This design comes from an exercise in tuning for small area, a short achievable clock period and few clock cycles per item on the open sky130 flow, not from production work. The RTL was checked by simulation tests, not by an equivalence proof against the original design. No activity file was given, so power comes from the tool's default toggle rates.

File: design/flow/design.v
module magicgen (
    input  wire         clk,
    input  wire         rst,
    input  wire         cmd_valid,
    output wire         cmd_ready,
    input  wire [129:0] cmd_word,
    output wire         rsp_valid,
    input  wire         rsp_ready,
    output wire [40:0]  rsp_word
);
    localparam [1:0] OP_MUL32  = 2'd0;
    localparam [1:0] OP_SMAGIC = 2'd1;
    localparam [1:0] OP_UMAGIC = 2'd2;
    localparam [1:0] OP_MODINV = 2'd3;
    reg s_idle, s_start, s_pha, s_phb, s_loop, s_resp;
    reg pre;                
    reg [1:0]  op;
    reg        rng_ok;      
    reg        neg;         
    reg [31:0] dv;          
    reg [31:0] nc;          
    reg [31:0] q2;          
    reg        af;          
    reg [31:0] r2;
    reg [32:0] q1;          
    reg [31:0] r1;
    reg [6:0]  p;
    reg [1:0]  o_st;
    reg        o_add;
    assign cmd_ready = s_idle;
    assign rsp_valid = s_resp;
    assign rsp_word  = {o_st, o_add, p[6], p[4:0], q2};
    wire is_s = (op == OP_SMAGIC);
    wire is_u = (op == OP_UMAGIC);
    wire is_m = (op == OP_MUL32);
    wire is_i = (op == OP_MODINV);
    integer k;
    wire        go     = s_start | (s_idle & pre);
    wire        st_neg = is_s & dv[31];
    wire [31:0] st_3d  = dv + {dv[30:0], 1'b0};
    wire [31:0] st_x = st_neg ? ~dv : dv;
    wire [31:0] sm0 = st_x | (st_x >> 1);
    wire [31:0] sm1 = sm0 | (sm0 >> 2);
    wire [31:0] sm2 = sm1 | (sm1 >> 4);
    wire [31:0] sm3 = sm2 | (sm2 >> 8);
    wire [31:0] smr = sm3 | (sm3 >> 16);
    wire [31:0] lead = smr ^ {1'b0, smr[31:1]};      
    reg  [4:0]  st_L;
    always @(*) begin
        st_L = 5'd0;
        for (k = 0; k < 32; k = k + 1)
            if (lead[k]) st_L = st_L | k[4:0];
    end
    wire        st_pow2 = !st_neg && (((smr >> 1) & dv) == 32'h0);
    reg  [31:0] st_urev;                              
    always @(*) for (k = 0; k < 32; k = k + 1) st_urev[k] = lead[31 - k];
    wire st_s_degen = (dv == 32'h0) || (dv == 32'h1) || (dv == 32'hFFFFFFFF);
    wire st_u_degen = (dv == 32'h0) || (dv == 32'h1);
    wire st_err     = !is_m && (!rng_ok || (is_i && !dv[0]) ||
                      (is_s && st_s_degen) || (is_u && st_u_degen));
    wire st_upow    = is_u && st_pow2;
    wire st_lp      = is_m || is_i;
    wire st_now     = st_err || st_upow;              
    wire [31:0] st_r2   = st_pow2 ? {1'b0, lead[31:1]} : lead;
    wire [6:0]  st_p    = {2'b0, st_L} - {6'h0, st_pow2};
    wire [34:0] md   = neg ? {3'b111, dv} : ~{3'b000, dv};
    wire        mcin = ~neg;
    wire [34:0] t1  = {2'b0, r2, 1'b0} + md + {34'h0, mcin};
    wire        b1  = ~t1[34];
    wire [31:0] r2h = b1 ? t1[31:0] : {r2[30:0], 1'b0};    
    wire        m_i  = s_loop & is_i;
    wire [1:0]  j1   = is_i ? {r1[1] ^ (r1[0] & dv[1]), r1[0]} : q1[1:0];
    reg  [31:0] mul1;
    always @(*) case (j1)
        2'd0: mul1 = 32'h0;
        2'd1: mul1 = dv;
        2'd2: mul1 = {dv[30:0], 1'b0};
        default: mul1 = nc[31:0];
    endcase
    reg  [34:0] l1_a, l1_b;
    reg         l1_c;
    always @(*) begin
        if (s_phb) begin
            l1_a = {2'b0, r1, 1'b1};  l1_b = ~{3'b0, nc[31:0]};  l1_c = 1'b1;
        end else begin
            l1_a = {3'b0, r1};
            l1_b = m_i ? ~{3'b0, mul1} : {3'b0, mul1};
            l1_c = m_i;
        end
    end
    wire [34:0] t2   = l1_a + l1_b + {34'h0, l1_c};
    wire        bq   = ~t2[34];                         
    wire [31:0] r1b  = bq ? t2[31:0] : {r1[30:0], 1'b1};
    wire [31:0] r1l  = {2'b00, t2[31:2]};
    wire [1:0]  o1   = is_i ? j1 : t2[1:0];
    wire [34:0] ck_x = {2'b0, q1};
    wire [34:0] ck_y = {3'b0, r2};
    wire [34:0] ck_s = ck_x ^ ck_y ^ md;
    wire [34:0] ck_c = (ck_x & ck_y) | (ck_x & md) | (ck_y & md);
    wire [36:0] ck_f = {2'b0, ck_s} + {1'b0, ck_c, mcin};
    wire        stop = (is_u && p == 7'd64) || ((p != 7'd31) && ck_f[35]);
    wire [31:0] val  = neg ? ~q2 : q2 + 32'd1;
    wire        pa_end = (p == (is_s ? 7'd30 : 7'd31));
    wire        pa_sp  = neg && ({r2, 1'b0} == {1'b0, ~dv});
    always @(posedge clk) begin
        if (rst) begin
            s_idle <= 1'b1; s_start <= 1'b0; s_pha <= 1'b0;
            s_phb <= 1'b0; s_loop <= 1'b0; s_resp <= 1'b0;
            pre <= 1'b0;
        end else begin
            if ((s_idle && !pre) || s_resp) begin
                op     <= cmd_word[129:128];
                dv     <= cmd_word[31:0];
                q1     <= {1'b0, cmd_word[95:64]};
                rng_ok <= (cmd_word[63:32] == 32'h0) || (cmd_word[63:31] == {33{1'b1}});
            end
            if (s_resp) pre <= cmd_valid;
            if (s_idle) pre <= 1'b0;
            if (s_idle && !pre && cmd_valid) begin
                s_idle  <= 1'b0;
                s_start <= 1'b1;
            end
            if (go) begin
                o_st  <= st_err ? (!rng_ok ? 2'd1 : is_i ? 2'd3 : 2'd2) : 2'd0;
                o_add <= 1'b0;
                p     <= st_now ? 7'd32 : st_lp ? 7'd16 : st_p;
                q2    <= (st_err || !st_upow) ? 32'h0 : {st_urev[30:0], 1'b0};
                nc    <= st_3d;
                r1    <= {31'h0, is_i};
                r2    <= st_r2;
                af    <= 1'b0;
                neg   <= st_neg;
                if (s_start || cmd_valid) begin
                    s_idle  <= 1'b0;
                    s_start <= 1'b0;
                    if (st_lp && !st_err) s_loop <= 1'b1;
                    else if (st_now)      s_resp <= 1'b1;
                    else                  s_pha  <= 1'b1;
                end
            end
            if (s_pha) begin
                r2 <= r2h;
                q2 <= {q2[30:0], b1};
                af <= af | q2[31];
                p  <= p + 7'd1;
                if (pa_end) begin
                    s_pha <= 1'b0;
                    s_phb <= 1'b1;
                    if (is_s) begin
                        nc <= pa_sp ? 32'h80000000 : {1'b0, ~r2h[30:0]};
                        q1 <= {32'h0, ~pa_sp};
                        r1 <= pa_sp ? 32'h7FFFFFFF : r2h;
                    end else begin
                        nc <= ~r2h;
                        q1 <= 33'd1;
                        r1 <= r2h;
                    end
                end
            end
            if (s_phb) begin
                if (stop) begin
                    q2    <= val;
                    o_add <= is_u & af;
                    s_phb <= 1'b0; s_resp <= 1'b1;
                end else begin
                    r1 <= r1b; q1 <= {q1[31:0], bq};
                    r2 <= r2h; q2 <= {q2[30:0], b1}; af <= af | q2[31];
                    p  <= p + 7'd1;
                end
            end
            if (s_loop) begin
                r1 <= r1l;
                q1 <= {2'h0, q1[32:2]};
                q2 <= {o1, q2[31:2]};
                p  <= p + 7'd1;
                if (p == 7'd31) begin s_loop <= 1'b0; s_resp <= 1'b1; end
            end
            if (s_resp && rsp_ready) begin
                s_resp <= 1'b0;
                s_idle <= 1'b1;
            end
        end
    end
endmodule
File: design/flow/flow/run.sh
#!/bin/bash
# Standard ORFS layout (the standard.sh, unchanged synthesis), with the
# timing repair after placement, CTS and global routing aimed at 15 ns of setup
# slack on the 20 ns clock instead of 0, so that the resizer sizes the
# critical paths. The SDC and all constraints are the design's.
set -euo pipefail
bash standard.sh synth > synth.log 2>&1
bash standard.sh SETUP_SLACK_MARGIN=15 finish > layout.log 2>&1
File: design/flow/constraint.sdc
create_clock -name core_clock -period 20.0 [get_ports {clk}]
set_input_delay 4.0000 -clock core_clock [delete_from_list [all_inputs] [get_ports {clk}]]
set_output_delay 4.0000 -clock core_clock [all_outputs]
set_load 0.01 [all_outputs]
File: design/flow/config.mk
export PLATFORM = sky130hd
export DESIGN_NAME = magicgen
export DESIGN_NICKNAME = magicgen
export VERILOG_FILES = /design/flow/design.v
export SDC_FILE = /design/flow/constraint.sdc
export NUM_CORES = 4
export LEC_CHECK = 0
export CAP_MARGIN = 20
export CORE_MARGIN = 2
export CORE_UTILIZATION = 55
export CTS_CLUSTER_DIAMETER = 100
export CTS_CLUSTER_SIZE = 60
export PLACE_DENSITY = 0.7
export SLEW_MARGIN = 20
File: design/flow/standard.sh
#!/bin/bash
# synth_recipe.tcl (not shown) runs the flow's synth.tcl, then flattens the netlist and writes it again
# the make line also repeats each setting of config.mk as NAME=value (left out here)
make -C /OpenROAD-flow-scripts/flow DESIGN_CONFIG=/design/flow/config.mk WORK_HOME=/design/flow/orfs CLKGATE_MAP_FILE= SYNTH_SCRIPT=/design/flow/synth_recipe.tcl "${@:-finish}"
==> results.tsv, run 1 <==
stage	metric	value	unit
sta	finalHoldViolations	0	
detailed_routing	drt-total-wl	102	mm
sta	fmax	192	MHz
worst_setup_path	crit_arrival	1.20	ns
job	drv_cap	0	
clock_network	cts.sinks	215	
sta	hold_ws	0.608	ns
power_and_ir_drop	power.density	63.4	nW/um^2
worst_setup_path	crit_required	16.00	ns
finish	utilization	64.0	%
synth	syn-cell-area	24500	um^2
detailed_routing	dr.pass1.iters	9	
clock_network	cts_buffer_depth	3	
synth	synth-seq-cells	215	
run_status	outcome	no timing/DRC/antenna violations	
clock_network	clock-root-buffer	clkbuf_16	
clock_network	clk_pin_slew	0.11	ns
floorplan	dieArea	46200	um^2
sta	worst_slew_pin_slew	1.13	ns
finish	syn_to_final_growth	15.3	%
placed_design	place_hpwl	72.5	mm
worst_setup_path	crit_family	flip-flops	
sta	post-route-min-period	5.20	ns
placed_design	postPlaceCellArea	26400	um^2
worst_setup_path	path_cells	buf_2	
power_and_ir_drop	pwr-share-clk	21.1	%
synth	ys_seq_area_share	26.1	%
worst_setup_path	crit_slowest_cell	edfxtp_1	
grt	grt_pass1_vias	24800	
clock_network	cts_hold_buf	0	
min_path	hp-class	reg -> reg	
synth	synth_ff_type	edfxtp_1	
worst_setup_path	startpoint_type	flip-flop	
grt	overflow	0	
synth	syn_avg_cell_area	8.07	um^2
finish	layout-drive-gt1-share	12.7	%
detailed_routing	viasPerCell	6.95	
clock_network	htreeDepth	1	
power_and_ir_drop	peakVddDrop	0.0000892	V
floorplan	row_count	77	
finish	design_area	28200	um^2
synth	yosys_warnings	1	
worst_setup_path	path_class	reg -> out	
finish	fin_nets	3461	
placed_design	place.gp.congestion	1.02	
floorplan	die_w	215	um
power_and_ir_drop	power_switching	751	uW
sta	setup_viol	0	
synth	synth_nets	3357	
detailed_routing	drtIter0Drc	3253	
grt	grt_max_degree	73	
detailed_routing	ant_nets	0	
synth	synth_area_leader_cell	edfxtp_1	
worst_setup_path	crit_fanout	2	
detailed_routing	route.detailed.drc	0	
clock_network	clk_latency	0.56	ns
sta	setup_tns	0	ns
floorplan	ioPinCount	177	
synth	synth_area_leaders	edfxtp_1, ha_1, a21oi_1	
grt	antenna_found_initial	4	
sta	rsz0062_at_grt	yes	
synth	yosys-top-cells-count	a21oi_1, nand2_1, inv_1	
synth	yosysMostFrequentCell	a21oi_1	
floorplan	core-area	44100	um^2
grt	grtUsageTotal	42.2	%
synth	synth.distinct_cells	97	
floorplan	fp.dieH	215	um
power_and_ir_drop	p_int	1040	uW
detailed_routing	wl_per_cell	27.2	um
grt	grt_pass1_wl	151	mm
power_and_ir_drop	pwr-share-comb	46.5	%
synth	yosysTopAreaCellShare	25.5	%
detailed_routing	vias	26000	
sta	slew_headroom	24.4	%
sta	fin_skew	0.0389	ns
worst_setup_path	slowest_delay	0.47	ns
clock_network	cts_tree	built	
sta	maxSlewViolCount	0	
placed_design	portBuffers	144	
synth	synth_cells	3035	
worst_setup_path	cp-end-kind	output pin	
clock_network	cts_buffers	15	
worst_setup_path	critPathBufInv	1	
synth	synth-edff-count	208	
sta	period_share	26.0	%
power_and_ir_drop	seqPwrFrac	32.4	%
power_and_ir_drop	p_leak	0.0116	uW
power_and_ir_drop	swShare	41.9	%
synth	async_reset_ff_share	0	%
floorplan	start_util	55.5	%
==> cells in the final DEF (no fill, tap or decap), drive strengths merged, types with 19 or more instances in the layout <==
master | synthesis | final
mux2 | 49 | 49
a21oi | 307 | 307
a21boi | 19 | 19
clkbuf | 174 | 19
a221oi | 26 | 26
a211oi | 89 | 89
o211ai | 27 | 27
nor3 | 131 | 131
a22oi | 37 | 37
ha | 152 | 152
o21ai | 123 | 123
xnor2 | 96 | 96
inv | 246 | 248
nor4 | 31 | 31
o22ai | 24 | 24
nand3 | 96 | 96
buf | 37 | 192
nand2b | 25 | 25
nor2 | 181 | 182
o221ai | 20 | 20
edfxtp | 208 | 208
xor2 | 71 | 71
o21a | 24 | 24
fa | 36 | 36
clkdlybuf4s50 | 0 | 84
o31ai | 20 | 20
nand4 | 49 | 49
nand2 | 254 | 254
a31oi | 54 | 54
a21o | 51 | 51
and3 | 37 | 37
and2 | 20 | 20
mux2i | 72 | 72
==> logic make-up after synthesis <==
| kind of cell | Yosys count | synth area share (%) |
|---|---|---|
| AOI/OAI and AO/OA | 972 | 26.4 |
| and+or+nand+nor | 912 | 18.3 |
| buffers and inverters | 460 | 7.39 |
| DFF | 215 | 26.1 |
| adders and majority gates | 188 | 10.7 |
| xor gates and xnor gates | 167 | 5.97 |
| muxes | 121 | 5.19 |
==> what timing repair did <==
action                     CTS  global route
gates resized for setup    283            70
pin swaps                   15            11
gates cloned                 4             3
setup endpoints to repair  424           129
buffers inserted            54            23
==> sequential cells by signal, indices dropped and copies added (netlist names), 2 cells and up <==
name	cells
q2	32
r1	32
q1	33
r2	32
p	7
o_st	2
nc	32
op	2
dv	32
==> layer usage <==
layer	wire length, um	up-vias	track usage, %	share of wire [%]
met5	31	-	0	0.030
met4	7110	4	23.8	7.0
met3	12100	394	10.2	12
met2	44600	1697	65.8	44
met1	38000	12400	53.8	37
li1	-	11500	-	-
==> path summary, 6_finish.rpt <==
kind | startpoint | endpoint | cells after the start | slack, ns
worst max-delay path | q2[8] | rsp_word[8] | 1 | 14.80
worst min-delay path | pre | pre | 2 | 0.61
worst max register to register | neg | r2[29] | 17 | 15.07
worst min register to register | pre | pre | 2 | 0.61
==> metrics by stage <==
step	setup WS [ns]	std cells	total power (uW)
2_1_floorplan	13.45	3035	1120
3_3_place_gp	12.94	3630	1330
3_5_place_dp	12.92	3630	1350
4_1_cts	14.80	3713	1740
5_1_grt	14.79	3740	1870
6_report	14.80	3740	1790
==> layout make-up <==
| type | count | area [um^2] |
|---|---|---|
| repair buffers | 297 | 2700 |
| well taps | 592 | 741 |
| clock buffers | 16 | 389 |
| clock inverters | 9 | 149 |
| diodes | 1 | 2.50 |
| flip-flops and latches | 215 | 6400 |
| fillers | 3876 | 15900 |
| multi-input cells | 2361 | 16900 |
| inverters | 249 | 950 |
==> power by group through the flow <==
| stage | registers (uW) | logic (uW) | clock network [uW] |
|---|---|---|---|
| floorplan | 583 | 538 | 0 |
| global route | 584 | 899 | 390 |
| detailed placement | 594 | 757 | 0 |
| global placement | 593 | 738 | 0 |
| CTS | 579 | 785 | 377 |
| finish | 581 | 832 | 379 |
Testbench counts, summed over its fixed seeds: cycles 71,752, cmds 2,400.
==> run 2: changes to the inputs <==
--- a/design/flow/design.v
+++ b/design/flow/design.v
@@ -37,7 +37,6 @@
     integer k;
     wire        go     = s_start | (s_idle & pre);
     wire        st_neg = is_s & dv[31];
-    wire [31:0] st_3d  = dv + {dv[30:0], 1'b0};
     wire [31:0] st_x = st_neg ? ~dv : dv;
     wire [31:0] sm0 = st_x | (st_x >> 1);
     wire [31:0] sm1 = sm0 | (sm0 >> 2);
@@ -69,7 +68,7 @@
     wire        b1  = ~t1[34];
     wire [31:0] r2h = b1 ? t1[31:0] : {r2[30:0], 1'b0};    
     wire        m_i  = s_loop & is_i;
-    wire [1:0]  j1   = is_i ? {r1[1] ^ (r1[0] & dv[1]), r1[0]} : q1[1:0];
+    wire [1:0]  j1   = go ? 2'd2 : is_i ? {r1[1] ^ (r1[0] & dv[1]), r1[0]} : q1[1:0];
     reg  [31:0] mul1;
     always @(*) case (j1)
         2'd0: mul1 = 32'h0;
@@ -124,11 +123,8 @@
                 o_st  <= st_err ? (!rng_ok ? 2'd1 : is_i ? 2'd3 : 2'd2) : 2'd0;
                 o_add <= 1'b0;
                 p     <= st_now ? 7'd32 : st_lp ? 7'd16 : st_p;
+                nc    <= t2[31:0];
                 q2    <= (st_err || !st_upow) ? 32'h0 : {st_urev[30:0], 1'b0};
-                nc    <= st_3d;
-                r1    <= {31'h0, is_i};
-                r2    <= st_r2;
-                af    <= 1'b0;
                 neg   <= st_neg;
                 if (s_start || cmd_valid) begin
                     s_idle  <= 1'b0;
@@ -139,9 +135,7 @@
                 end
             end
             if (s_pha) begin
-                r2 <= r2h;
                 q2 <= {q2[30:0], b1};
-                af <= af | q2[31];
                 p  <= p + 7'd1;
                 if (pa_end) begin
                     s_pha <= 1'b0;
@@ -149,11 +143,9 @@
                     if (is_s) begin
                         nc <= pa_sp ? 32'h80000000 : {1'b0, ~r2h[30:0]};
                         q1 <= {32'h0, ~pa_sp};
-                        r1 <= pa_sp ? 32'h7FFFFFFF : r2h;
                     end else begin
                         nc <= ~r2h;
                         q1 <= 33'd1;
-                        r1 <= r2h;
                     end
                 end
             end
@@ -163,13 +155,12 @@
                     o_add <= is_u & af;
                     s_phb <= 1'b0; s_resp <= 1'b1;
                 end else begin
-                    r1 <= r1b; q1 <= {q1[31:0], bq};
-                    r2 <= r2h; q2 <= {q2[30:0], b1}; af <= af | q2[31];
+                    q1 <= {q1[31:0], bq};
+                    q2 <= {q2[30:0], b1};
                     p  <= p + 7'd1;
                 end
             end
             if (s_loop) begin
-                r1 <= r1l;
                 q1 <= {2'h0, q1[32:2]};
                 q2 <= {o1, q2[31:2]};
                 p  <= p + 7'd1;
@@ -181,4 +172,18 @@
             end
         end
     end
+    always @(posedge clk) begin
+        r2 <= go ? st_r2 : r2h;
+        af <= go ? 1'b0 : (af | q2[31]);
+        if ((s_idle && !pre) || s_resp)
+            r1 <= cmd_word[31:0];
+        else if (go)
+            r1 <= {31'h0, is_i};
+        else if (s_pha)
+            r1 <= (is_s && pa_sp) ? 32'h7FFFFFFF : r2h;
+        else if (s_phb)
+            r1 <= r1b;
+        else
+            r1 <= r1l;
+    end
 endmodule
--- a/design/flow/config.mk
+++ b/design/flow/config.mk
@@ -8,7 +8,5 @@
 export CAP_MARGIN = 20
 export CORE_MARGIN = 2
 export CORE_UTILIZATION = 55
-export CTS_CLUSTER_DIAMETER = 100
-export CTS_CLUSTER_SIZE = 60
 export PLACE_DENSITY = 0.7
 export SLEW_MARGIN = 20
==> run 2 against run 1 <==
Against the previous run:
- fmax shrank 0.29%
- highest routed layer unchanged
- still clean on timing, DRC and antenna
- core utilization grew 1.6 points
- first-iteration DRC count shrank 11%
- synthesized area shrank 13%
- sequential power grew 16%
==> results.tsv, run 2 <==
stage	metric	value	unit
run_status	outcome	no timing/DRC/antenna violations	
synth	synth_ff_type	edfxtp_1	
detailed_routing	drt-total-wl	78.9	mm
placed_design	place.gp.congestion	0.935	
detailed_routing	route.detailed.drc	0	
grt	grt_pass1_wl	118	mm
clock_network	htreeDepth	1	
finish	max_flop_register	q1	
synth	synth_area_leader_cell	edfxtp_1	
detailed_routing	vias	22000	
worst_setup_path	cp.depth	1	
synth	yosysMostFrequentCell	nand2_1	
worst_setup_path	r2r-start	dv[0]	
min_path	hp-class	reg -> reg	
clock_network	cts_buffer_depth	3	
sta	setup_tns	0	ns
clock_network	clock-root-buffer	clkbuf_16	
detailed_routing	drtIter0Drc	2895	
floorplan	ioPinCount	177	
grt	grt_max_degree	103	
power_and_ir_drop	peakVddDrop	0.0000888	V
worst_setup_path	crit_fanout	4	
grt	grtUsageTotal	36.9	%
sta	setup_viol	0	
min_path	whs_path_depth	2	
worst_setup_path	crit_slowest_cell	edfxtp_1	
sta	period_share	26.1	%
synth	yosysTopAreaCellShare	20.2	%
synth	ys_seq_area_share	26.9	%
worst_setup_path	crit_required	16.00	ns
synth	syn-cell-area	21300	um^2
worst_setup_path	startpoint_type	flip-flop	
synth	yosys-top-cells-count	nand2_1, a21oi_1, inv_1	
finish	final_cell_mix	nand2_1, a21oi_1, inv_1, nor2_1, edfxtp_1	
finish	largest_reg_flops	33	
worst_setup_path	crit_family	flip-flops	
placed_design	place_inst	3219	
clock_network	cts.sinks	215	
finish	fin_nets	3112	
finish	layout_commonest_cell	nand2_1	
detailed_routing	ant_nets	0	
floorplan	core-area	38500	um^2
synth	synth_area_leaders	edfxtp_1, a21oi_1, dfxtp_1	
sta	maxSlewViolCount	0	
detailed_routing	wl_per_cell	23.4	um
placed_design	place_hpwl	53.9	mm
grt	overflow	0	
floorplan	die_w	201	um
min_path	hold_start	af	
clock_network	clk_latency	0.59	ns
worst_setup_path	r2r_cells	15	
job	drv_cap	0	
worst_setup_path	slowest_delay	0.47	ns
worst_setup_path	path_class	reg -> out	
sta	finalHoldViolations	0	
finish	final_cell_count_no_fill	3378	
finish	layout-drive-gt1-share	13.4	%
finish	syn_to_final_growth	18.4	%
placed_design	portBuffers	144	
sta	fin_skew	0.0351	ns
worst_setup_path	path_cells	buf_2	
floorplan	start_util	55.4	%
grt	grt_pass1_vias	20100	
clock_network	clk_pin_slew	0.06	ns
sta	fmax	192	MHz
detailed_routing	dr.pass1.iters	6	
sta	slew_headroom	23.2	%
sta	rsz0062_at_grt	yes	
synth	synth_nets	2990	
worst_setup_path	worstSetupStartpoint	q2[2]	
worst_setup_path	cp-end-kind	output pin	
detailed_routing	viasPerCell	6.52	
finish	diodes	0	
clock_network	cts_buffers	27	
power_and_ir_drop	p_leak	0.0104	uW
synth	synth-edff-count	143	
sta	post-route-min-period	5.22	ns
synth	synth-seq-cells	215	
synth	synth_cells	2717	
worst_setup_path	critPathBufInv	1	
synth	async_reset_ff_share	0	%
sta	worst_slew_pin_slew	1.14	ns
power_and_ir_drop	power.density	116	nW/um^2
grt	antenna_found_initial	1	
floorplan	fp.dieH	201	um
floorplan	dieArea	40300	um^2
synth	synth.distinct_cells	91	
worst_setup_path	crit_arrival	1.22	ns
synth	yosys_warnings	1	
floorplan	row_count	72	
synth	syn_avg_cell_area	7.84	um^2
clock_network	cts_tree	built	
==> run 2: logic make-up after synthesis <==
| logic type | share of synthesized area (%) |
|---|---|
| flops | 26.9 |
| buf+inv | 7.47 |
| mux | 5.74 |
| simple gates | 17.6 |
| fa+ha+maj | 9.40 |
| compound gates | 25.3 |
| xor+xnor | 7.56 |
==> run 2: area by class of cell <==
type                            instances  area (um^2)
Multi-Input combinational cell       2092        14600
Fill cell                            3329        13200
Sequential cell                       215         5750
Timing Repair Buffer                  290         2560
Inverter                              213          808
Clock buffer                           39          761
Tap cell                              518          648
Clock inverter                         11          116
==> run 2: worst paths after layout <==
kind | endpoint | slack, ns
worst min-delay path | af | 0.47
worst max-delay path | rsp_word[2] | 14.78
worst min register to register | af | 0.47
worst max register to register | r1[17] | 15.08
==> run 2: metrics by stage <==
stage | setup slack (ns) | cell area (um^2) | utilization (%) | power [uW] | hold slack, ns
global placement | 13.74 | 23000 | 59.8 | 2180 | 0.457
CTS | 14.75 | 24400 | 63.4 | 2760 | 0.474
global route | 14.74 | 25200 | 65.6 | 3100 | 0.502
floorplan | 14.44 | 21300 | - | 1760 | 0.435
finish | 14.78 | 25200 | 65.6 | 2920 | 0.474
detailed placement | 13.67 | 23000 | 59.8 | 2220 | 0.460
==> run 2: metal layers <==
metal	part of all wire (%)	vias to the layer above	GRT usage, %
met5	0.015	-	0
met3	12	239	6.93
met1	40	10300	51.3
met2	44	1368	57.2
met4	4.8	2	14.1
li1	-	10100	-
==> run 2: where the power goes <==
group | switching [uW] | internal [uW] | total [uW]
clock network | 213 | 289 | 502
logic | 1070 | 674 | 1740
registers | 102 | 572 | 674
==> run 2: what timing repair did <==
item | CTS | global route
endpoints found under the setup margin | 305 | 147
hold buffers | 0 | 0
buffers inserted | 57 | 45
pin swaps | 9 | 27
cloned | 2 | 5
resized for setup | 243 | 94
Testbench counts of run 2, summed over its fixed seeds: cycles 71,752, cmds 2,400.
==> run 3: changes to the inputs <==
--- a/design/flow/config.mk
+++ b/design/flow/config.mk
@@ -7,6 +7,6 @@
 export LEC_CHECK = 0
 export CAP_MARGIN = 20
 export CORE_MARGIN = 2
-export CORE_UTILIZATION = 55
-export PLACE_DENSITY = 0.7
+export CORE_UTILIZATION = 62
+export PLACE_DENSITY = 0.72
 export SLEW_MARGIN = 20
==> run 3 against run 2 <==
Against the previous run:
- final area is 0.35% higher
- combinational power barely moved
- clock power is 3% lower
- sequential power grew 1%
- non-clock buffer count is 7 higher
- via count grew 3.9%
- sequential share of layout area decreased by 0.080 points
- total power hardly changed
- wire length grew 1.7%
- critical path depth is the same
- critical path type unchanged
- critical endpoint is now rsp_word[37]
- largest power group unchanged
- highest routed layer is now met4
==> results.tsv, run 3 <==
stage	metric	value	unit
sta	setup_tns	0	ns
grt	antenna_found_initial	0	
sta	finalHoldViolations	0	
sta	post-route-min-period	5.15	ns
worst_setup_path	crit_required	16.00	ns
synth	synth_ff_type	edfxtp_1	
detailed_routing	drt-total-wl	80.2	mm
floorplan	fp.dieH	189	um
worst_setup_path	path_class	reg -> out	
clock_network	htreeDepth	1	
run_status	outcome	no timing/DRC/antenna violations	
finish	fillers	2539	
finish	design_area	25300	um^2
clock_network	cts.sinks	215	
clock_network	clk_latency	0.56	ns
power_and_ir_drop	pwr-share-comb	59.9	%
clock_network	cts_tree	built	
power_and_ir_drop	peakVddDrop	0.0000924	V
min_path	hp-class	reg -> reg	
power_and_ir_drop	swShare	47.4	%
grt	grt_max_degree	94	
detailed_routing	route.detailed.drc	0	
synth	async_reset_ff_share	0	%
power_and_ir_drop	p_leak	0.0104	uW
min_path	hold_start	af	
synth	synth-seq-cells	215	
grt	grt_pass1_vias	21200	
clock_network	cts_buffers	24	
detailed_routing	ant_nets	0	
sta	period_share	25.7	%
detailed_routing	wl_per_cell	24.2	um
finish	final_cell_mix	nand2_1, a21oi_1, inv_1, nor2_1, edfxtp_1	
worst_setup_path	critPathBufInv	1	
sta	rsz0062_at_grt	yes	
finish	max_flop_register	q1	
sta	fin_skew	0.0172	ns
power_and_ir_drop	total_power	2920	uW
synth	yosysTopAreaCellShare	20.2	%
clock_network	cts_buffer_depth	3	
synth	yosysMostFrequentCell	nand2_1	
placed_design	place_ws	13.62	ns
worst_setup_path	crit_fanout	2	
synth	synth.distinct_cells	91	
grt	overflow	0	
synth	syn_avg_cell_area	7.84	um^2
finish	syn_to_final_growth	18.8	%
synth	synth_area_leader_cell	edfxtp_1	
power_and_ir_drop	pwr-share-clk	16.8	%
finish	largest_reg_flops	33	
floorplan	die_w	189	um
finish	fin_nets	3116	
sta	worst_slew_pin_slew	1.19	ns
worst_setup_path	crit_family	flip-flops	
worst_setup_path	startpoint_type	flip-flop	
sta	hold_ws	0.475	ns
synth	synth_area_leaders	edfxtp_1, a21oi_1, dfxtp_1	
synth	yosys-top-cells-count	nand2_1, a21oi_1, inv_1	
synth	syn-cell-area	21300	um^2
sta	maxSlewViolCount	0	
finish	layout-drive-gt1-share	14.0	%
worst_setup_path	cp-end-kind	output pin	
worst_setup_path	crit_arrival	1.15	ns
detailed_routing	viasPerCell	6.92	
grt	grtUsageTotal	41.4	%
detailed_routing	vias	22900	
placed_design	place_hpwl	54.6	mm
floorplan	row_count	67	
floorplan	dieArea	35900	um^2
sta	slew_headroom	20.5	%
worst_setup_path	r2r-start	op[1]	
worst_setup_path	crit_slowest_cell	edfxtp_1	
synth	yosys_warnings	1	
clock_network	clk_pin_slew	0.06	ns
job	drv_cap	0	
floorplan	core-area	33700	um^2
placed_design	portBuffers	144	
power_and_ir_drop	power_switching	1380	uW
grt	grt_pass1_wl	117	mm
sta	setup_viol	0	
floorplan	ioPinCount	177	
power_and_ir_drop	power.density	115	nW/um^2
clock_network	clock-root-buffer	clkbuf_16	
synth	ys_seq_area_share	26.9	%
worst_setup_path	slowest_delay	0.43	ns
synth	synth-edff-count	143	
synth	synth_nets	2990	
worst_setup_path	path_cells	buf_2	
power_and_ir_drop	p_int	1540	uW
synth	synth_cells	2717	
detailed_routing	dr.pass1.iters	9	
worst_setup_path	worstSetupStartpoint	p[6]	
floorplan	start_util	63.2	%
finish	layout_commonest_cell	nand2_1	
detailed_routing	drtIter0Drc	3166	
power_and_ir_drop	seqPwrFrac	23.3	%
clock_network	cts_hold_buf	0	
sta	setup_ws	14.85	ns
sta	fmax	194	MHz
placed_design	postPlaceCellArea	22900	um^2
placed_design	place.gp.congestion	0.963	
[run 3: per-layer routing]
metal  GRT usage, %  vias up  share of wire, %
met2           62.8     1833                43
met1           54.6    10600                37
met4           24.4        0               7.1
met5              0        -                 0
met3           8.54      408                13
li1               -    10100                 -
[run 3: stage by stage]
stage | utilization [%] | cells
floorplan | - | 2717
finish | 75.1 | 3309
global placement | 67.9 | 3147
detailed placement | 67.9 | 3147
CTS | 72.1 | 3258
global route | 75.1 | 3308
[run 3: repair_timing]
action	4_1_cts	5_1_grt
gates cloned	2	4
pin swaps	15	29
gates resized for setup	248	121
endpoints found under the hold margin	0	0
endpoints found under the setup margin	276	198
setup buffers	66	46
[run 3: worst paths after layout]
path | end | slack [ns] | depth (start not counted)
max | rsp_word[37] | 14.85 | 1
min | af | 0.47 | 2
max reg2reg | r1[26] | 14.94 | 25
min reg2reg | af | 0.47 | 2
[run 3: area by class of cell]
cell class | instances | area (um^2) | area share (%)
well taps | 448 | 561 | 2.21
diodes | 1 | 2.50 | 0.00989
flip-flops and latches | 215 | 5750 | 22.7
repair buffers | 297 | 2700 | 10.7
inverters | 213 | 806 | 3.18
clock inverters | 10 | 164 | 0.648
clock buffers | 33 | 674 | 2.66
multi-input cells | 2091 | 14600 | 57.9
repair inverters | 1 | 7.51 | 0.0297
[run 3: worst reg2reg max path: stages, from the launching register on]
cell       delay [ns]
edfxtp_1         0.46
ha_4             0.24
nand2_1          0.17
o211a_4          0.24
buf_12           0.12
nor2b_4          0.20
buf_12           0.13
clkbuf_16        0.20
a21oi_2          0.08
xor2_1           0.15
nor2_1           0.12
a21oi_1          0.07
ha_1             0.39
buf_4            0.14
nand4_1          0.18
nor2_1           0.17
o21ai_1          0.08
buf_4            0.18
a211oi_4         0.39
nor3_4           0.09
a21oi_4          0.22
buf_12           0.16
mux2_2           0.33
o22ai_1          0.15
a211oi_1         0.07
a22o_1           0.23
[run 3: cells by family after synthesis]
kind of cell | count (synthesis) | synth area share [%]
and+or+nand+nor | 808 | 17.6
DFF | 215 | 26.9
adders and majority gates | 139 | 9.40
xor gates and xnor gates | 184 | 7.56
AOI/OAI and AO/OA | 841 | 25.3
muxes | 118 | 5.74
buffers and inverters | 412 | 7.47
[run 3: power by group through the flow]
stage	Sequential, uW	Clock [uW]	Combinational, uW
finish	681	489	1750
global placement	683	0	1480
detailed placement	687	0	1530
global route	687	500	1880
floorplan	639	0	1120
CTS	672	483	1580
==> run 4: changes to the inputs <==
--- a/design/flow/design.v
+++ b/design/flow/design.v
@@ -67,8 +67,9 @@
     wire [34:0] t1  = {2'b0, r2, 1'b0} + md + {34'h0, mcin};
     wire        b1  = ~t1[34];
     wire [31:0] r2h = b1 ? t1[31:0] : {r2[30:0], 1'b0};    
-    wire        m_i  = s_loop & is_i;
-    wire [1:0]  j1   = go ? 2'd2 : is_i ? {r1[1] ^ (r1[0] & dv[1]), r1[0]} : q1[1:0];
+    wire        lp0  = !p[4];                       
+    wire        m_i  = s_loop & is_i & !lp0;
+    wire [1:0]  j1   = lp0 ? 2'd2 : is_i ? {r1[1] ^ (r1[0] & dv[1]), r1[0]} : q1[1:0];
     reg  [31:0] mul1;
     always @(*) case (j1)
         2'd0: mul1 = 32'h0;
@@ -122,8 +123,7 @@
             if (go) begin
                 o_st  <= st_err ? (!rng_ok ? 2'd1 : is_i ? 2'd3 : 2'd2) : 2'd0;
                 o_add <= 1'b0;
-                p     <= st_now ? 7'd32 : st_lp ? 7'd16 : st_p;
-                nc    <= t2[31:0];
+                p     <= st_now ? 7'd32 : st_lp ? 7'd15 : st_p;
                 q2    <= (st_err || !st_upow) ? 32'h0 : {st_urev[30:0], 1'b0};
                 neg   <= st_neg;
                 if (s_start || cmd_valid) begin
@@ -160,7 +160,11 @@
                     p  <= p + 7'd1;
                 end
             end
-            if (s_loop) begin
+            if (s_loop && lp0) begin
+                nc <= t2[31:0];
+                p  <= p + 7'd1;
+            end
+            if (s_loop && !lp0) begin
                 q1 <= {2'h0, q1[32:2]};
                 q2 <= {o1, q2[31:2]};
                 p  <= p + 7'd1;
@@ -175,15 +179,13 @@
     always @(posedge clk) begin
         r2 <= go ? st_r2 : r2h;
         af <= go ? 1'b0 : (af | q2[31]);
-        if ((s_idle && !pre) || s_resp)
-            r1 <= cmd_word[31:0];
-        else if (go)
-            r1 <= {31'h0, is_i};
+        if (go)
+            r1 <= dv;
         else if (s_pha)
             r1 <= (is_s && pa_sp) ? 32'h7FFFFFFF : r2h;
         else if (s_phb)
             r1 <= r1b;
         else
-            r1 <= r1l;
+            r1 <= lp0 ? {31'h0, is_i} : r1l;
     end
 endmodule
--- a/design/flow/config.mk
+++ b/design/flow/config.mk
@@ -7,6 +7,6 @@
 export LEC_CHECK = 0
 export CAP_MARGIN = 20
 export CORE_MARGIN = 2
-export CORE_UTILIZATION = 62
-export PLACE_DENSITY = 0.72
+export CORE_UTILIZATION = 55
+export PLACE_DENSITY = 0.7
 export SLEW_MARGIN = 20
==> run 4 against run 3 <==
Against the previous run:
- synthesized area up 1.3%
- critical path depth did not move
- sequential share of layout area fell by 0.54 points
- register-to-register slack gained 0.08 ns
- combinational power about the same
- clock power rose by 7.6%
- core utilization fell by 8.2 points
- die area rose by 14%
- final cell count rose by 3.7%
- synthesized cell count rose by 1.1%
- critical path type unchanged
- critical endpoint is now rsp_word[31]
- largest power group unchanged
==> results.tsv, run 4 <==
stage	metric	value	unit
finish	syn_to_final_growth	20.0	%
grt	grt_pass1_vias	20900	
placed_design	place_hpwl	57.1	mm
grt	antenna_found_initial	2	
synth	yosysMostFrequentCell	nor2_1	
worst_setup_path	crit_arrival	1.22	ns
finish	design_area	25900	um^2
finish	fin_nets	3166	
sta	period_share	26.1	%
min_path	holdPathEnd	af	
finish	utilization	66.9	%
synth	synth_cells	2746	
worst_setup_path	r2r_cells	17	
synth	synth-seq-cells	215	
floorplan	dieArea	40900	um^2
grt	grtUsageTotal	38.8	%
synth	ys_seq_area_share	26.6	%
detailed_routing	viasPerCell	6.63	
sta	setup_tns	0	ns
grt	grt_max_degree	84	
synth	synth-edff-count	143	
clock_network	htreeDepth	1	
synth	synth_area_leader_cell	edfxtp_1	
synth	synth_nets	3019	
sta	fin_skew	0.0253	ns
finish	layout-drive-gt1-share	14.4	%
sta	worst_slew_pin_slew	1.24	ns
detailed_routing	dr.pass1.iters	6	
sta	rsz0062_at_grt	yes	
worst_setup_path	critPathBufInv	1	
floorplan	die_w	202	um
floorplan	ioPinCount	177	
synth	yosys_warnings	1	
finish	layout_commonest_cell	nor2_1	
worst_setup_path	r2r-start	op[0]	
synth	async_reset_ff_share	0	%
placed_design	place_inst	3259	
placed_design	place.gp.congestion	0.973	
clock_network	cts_buffer_depth	3	
job	drv_cap	0	
floorplan	start_util	55.7	%
floorplan	row_count	72	
placed_design	place_ws	13.20	ns
worst_setup_path	rrSetupSlack	15.02	ns
detailed_routing	vias	22800	
sta	maxSlewViolCount	0	
worst_setup_path	crit_required	16.00	ns
clock_network	cts.sinks	215	
sta	finalHoldViolations	0	
finish	final_cell_mix	nor2_1, a21oi_1, nand2_1, inv_1, edfxtp_1	
synth	syn-cell-area	21600	um^2
worst_setup_path	path_cells	buf_2	
min_path	hp-class	reg -> reg	
grt	grt_pass1_wl	124	mm
sta	slew_headroom	16.4	%
grt	overflow	0	
worst_setup_path	r2r_end	p[4]	
worst_setup_path	cp-end-kind	output pin	
finish	multiInputGateArea	14900	um^2
min_path	whs_path_depth	2	
placed_design	postPlaceCellArea	23300	um^2
sta	fmax	192	MHz
sta	post-route-min-period	5.22	ns
worst_setup_path	crit_fanout	2	
clock_network	clk_pin_slew	0.07	ns
detailed_routing	route.detailed.drc	0	
finish	regArea	5750	um^2
power_and_ir_drop	power.density	114	nW/um^2
synth	synth_area_leaders	edfxtp_1, a21oi_1, dfxtp_1	
power_and_ir_drop	p_leak	0.0106	uW
worst_setup_path	crit_slowest_cell	edfxtp_1	
detailed_routing	drtIter0Drc	3003	
floorplan	core-area	38700	um^2
synth	synth.distinct_cells	95	
synth	yosysTopAreaCellShare	19.9	%
worst_setup_path	crit_family	flip-flops	
finish	largest_reg_flops	33	
clock_network	clk_latency	0.58	ns
worst_setup_path	path_class	reg -> out	
min_path	hold_start	af	
run_status	outcome	no timing/DRC/antenna violations	
detailed_routing	wl_per_cell	24.4	um
clock_network	cts_tree	built	
synth	syn_avg_cell_area	7.86	um^2
worst_setup_path	startpoint_type	flip-flop	
finish	fillers	3323	
sta	setup_viol	0	
clock_network	cts_buffers	26	
power_and_ir_drop	peakVddDrop	0.0000755	V
synth	yosys-top-cells-count	nor2_1, a21oi_1, nand2_1	
worst_setup_path	slowest_delay	0.46	ns
finish	max_flop_register	q1	
sta	setup_ws	14.78	ns
finish	final_cell_count_no_fill	3432	
clock_network	cts_hold_buf	0	
clock_network	clock-root-buffer	clkbuf_16	
detailed_routing	ant_nets	0	
floorplan	fp.dieH	202	um
synth	synth_ff_type	edfxtp_1	
detailed_routing	drt-total-wl	83.9	mm
placed_design	portBuffers	144	
-- run 4: changes by cell type after synthesis, moves of 15 or more --
cell | previous run | this run
nor3_1 | 63 | 40
a221oi_1 | 7 | 36
a21oi_1 | 291 | 319
nor2_1 | 199 | 330
o21ai_0 | 113 | 98
mux2i_1 | 84 | 125
xor2_1 | 104 | 45
o221ai_1 | 37 | 5
clkbuf_1 | 161 | 143
nand2_1 | 302 | 229
xnor2_1 | 80 | 131
o21ai_1 | 38 | 6
-- run 4: worst max-delay path by stage --
stage	start	to	depth (start not counted)
2_1_floorplan	rst	q2[0]	2
3_3_place_gp	rst	q1[22]	2
3_5_place_dp	rst	q1[24]	2
4_1_cts	q2[8]	rsp_word[8]	1
5_1_grt	q2[8]	rsp_word[8]	1
6_report	q2[31]	rsp_word[31]	1
-- run 4: where the power goes --
part	internal, uW	total (uW)	switching, uW	leakage (uW)
Combinational	703	1750	1040	0.00819
Clock	311	526	215	0.000428
Sequential	585	690	105	0.00195
-- run 4: cell families after synthesis --
group                      count (synthesis)  synth area share [%]
xor gates and xnor gates                 176                  7.14
muxes                                    165                  7.88
adders and majority gates                139                  9.27
and+or+nand+nor                          861                  18.7
DFF                                      215                  26.6
AOI/OAI and AO/OA                        776                  22.9
buffers and inverters                    414                  7.56
-- run 4: layout make-up --
type | count | area share [%]
flip-flops and latches | 215 | 22.2
clock buffers | 30 | 2.65
multi-input cells | 2119 | 57.6
inverters | 223 | 3.25
repair buffers | 305 | 10.8
diodes | 1 | 0.00966
clock inverters | 18 | 0.889
well taps | 518 | 2.50
repair inverters | 3 | 0.0869
-- run 4: metal layers --
metal	up-vias	wire, um	GRT usage (%)
li1	10200	-	-
met1	10700	32400	51.8
met2	1641	35500	59.7
met3	285	10900	9.00
met4	2	5060	18.2
met5	-	16	0
-- run 4: worst min-delay path, cell delays in order, from the launching register on --
cell     delay, ns
dfxtp_1       0.31
nor2_1        0.08
nor2_1        0.04
-- run 4: metrics by stage --
| stage | total power, uW | hold WS, ns |
|---|---|---|
| after floorplan | 1800 | 0.435 |
| after global placement | 2210 | 0.450 |
| after detailed placement | 2260 | 0.464 |
| after CTS | 2820 | 0.474 |
| after global routing | 3130 | 0.525 |
| final | 2960 | 0.478 |
-- run 4: timing repair --
| action | 4_1_cts | 5_1_grt |
|---|---|---|
| resized for setup | 271 | 99 |
| buffers inserted | 61 | 46 |
| pin swaps | 16 | 28 |
| endpoints found under the setup margin | 353 | 193 |
| cloned | 7 | 9 |
Testbench counts of run 4, summed over its fixed seeds: cycles 72,385, cmds 2,400.

## port drivers added, routing unchanged
Ports are ideal in the flow. The routed layouts listed here were re-timed in OpenROAD.
Step 1: set_driving_cell puts a clkbuf_16 on clk and a buf_2 on each other input, an assumption about the parent block.
Step 2 also shifts input and output timing later by t, the mid clock arrival at the registers, as if the neighbouring blocks saw the same clock.
a / b / c = ideal ports / drivers / drivers and shift; a / b = the first two.
| run | t, ns | setup WS [ns] | worst slew at a driven data input, ns |
|---|---|---|---|
| run 1 | 0.599 | 14.795 / 14.732 / 14.555 | 0.12 |
| run 2 | 0.633 | 14.780 / 14.722 / 14.402 | 0.05 |
| run 3 | 0.607 | 14.854 / 14.798 / 14.472 | 0.05 |
| run 4 | 0.621 | 14.783 / 14.726 / 14.460 | 0.07 |
After both steps every run listed still meets setup and hold. For run 3, which loses most, drivers alone change the setup slack by -0.056 ns; drivers and shift together by -0.382 ns.
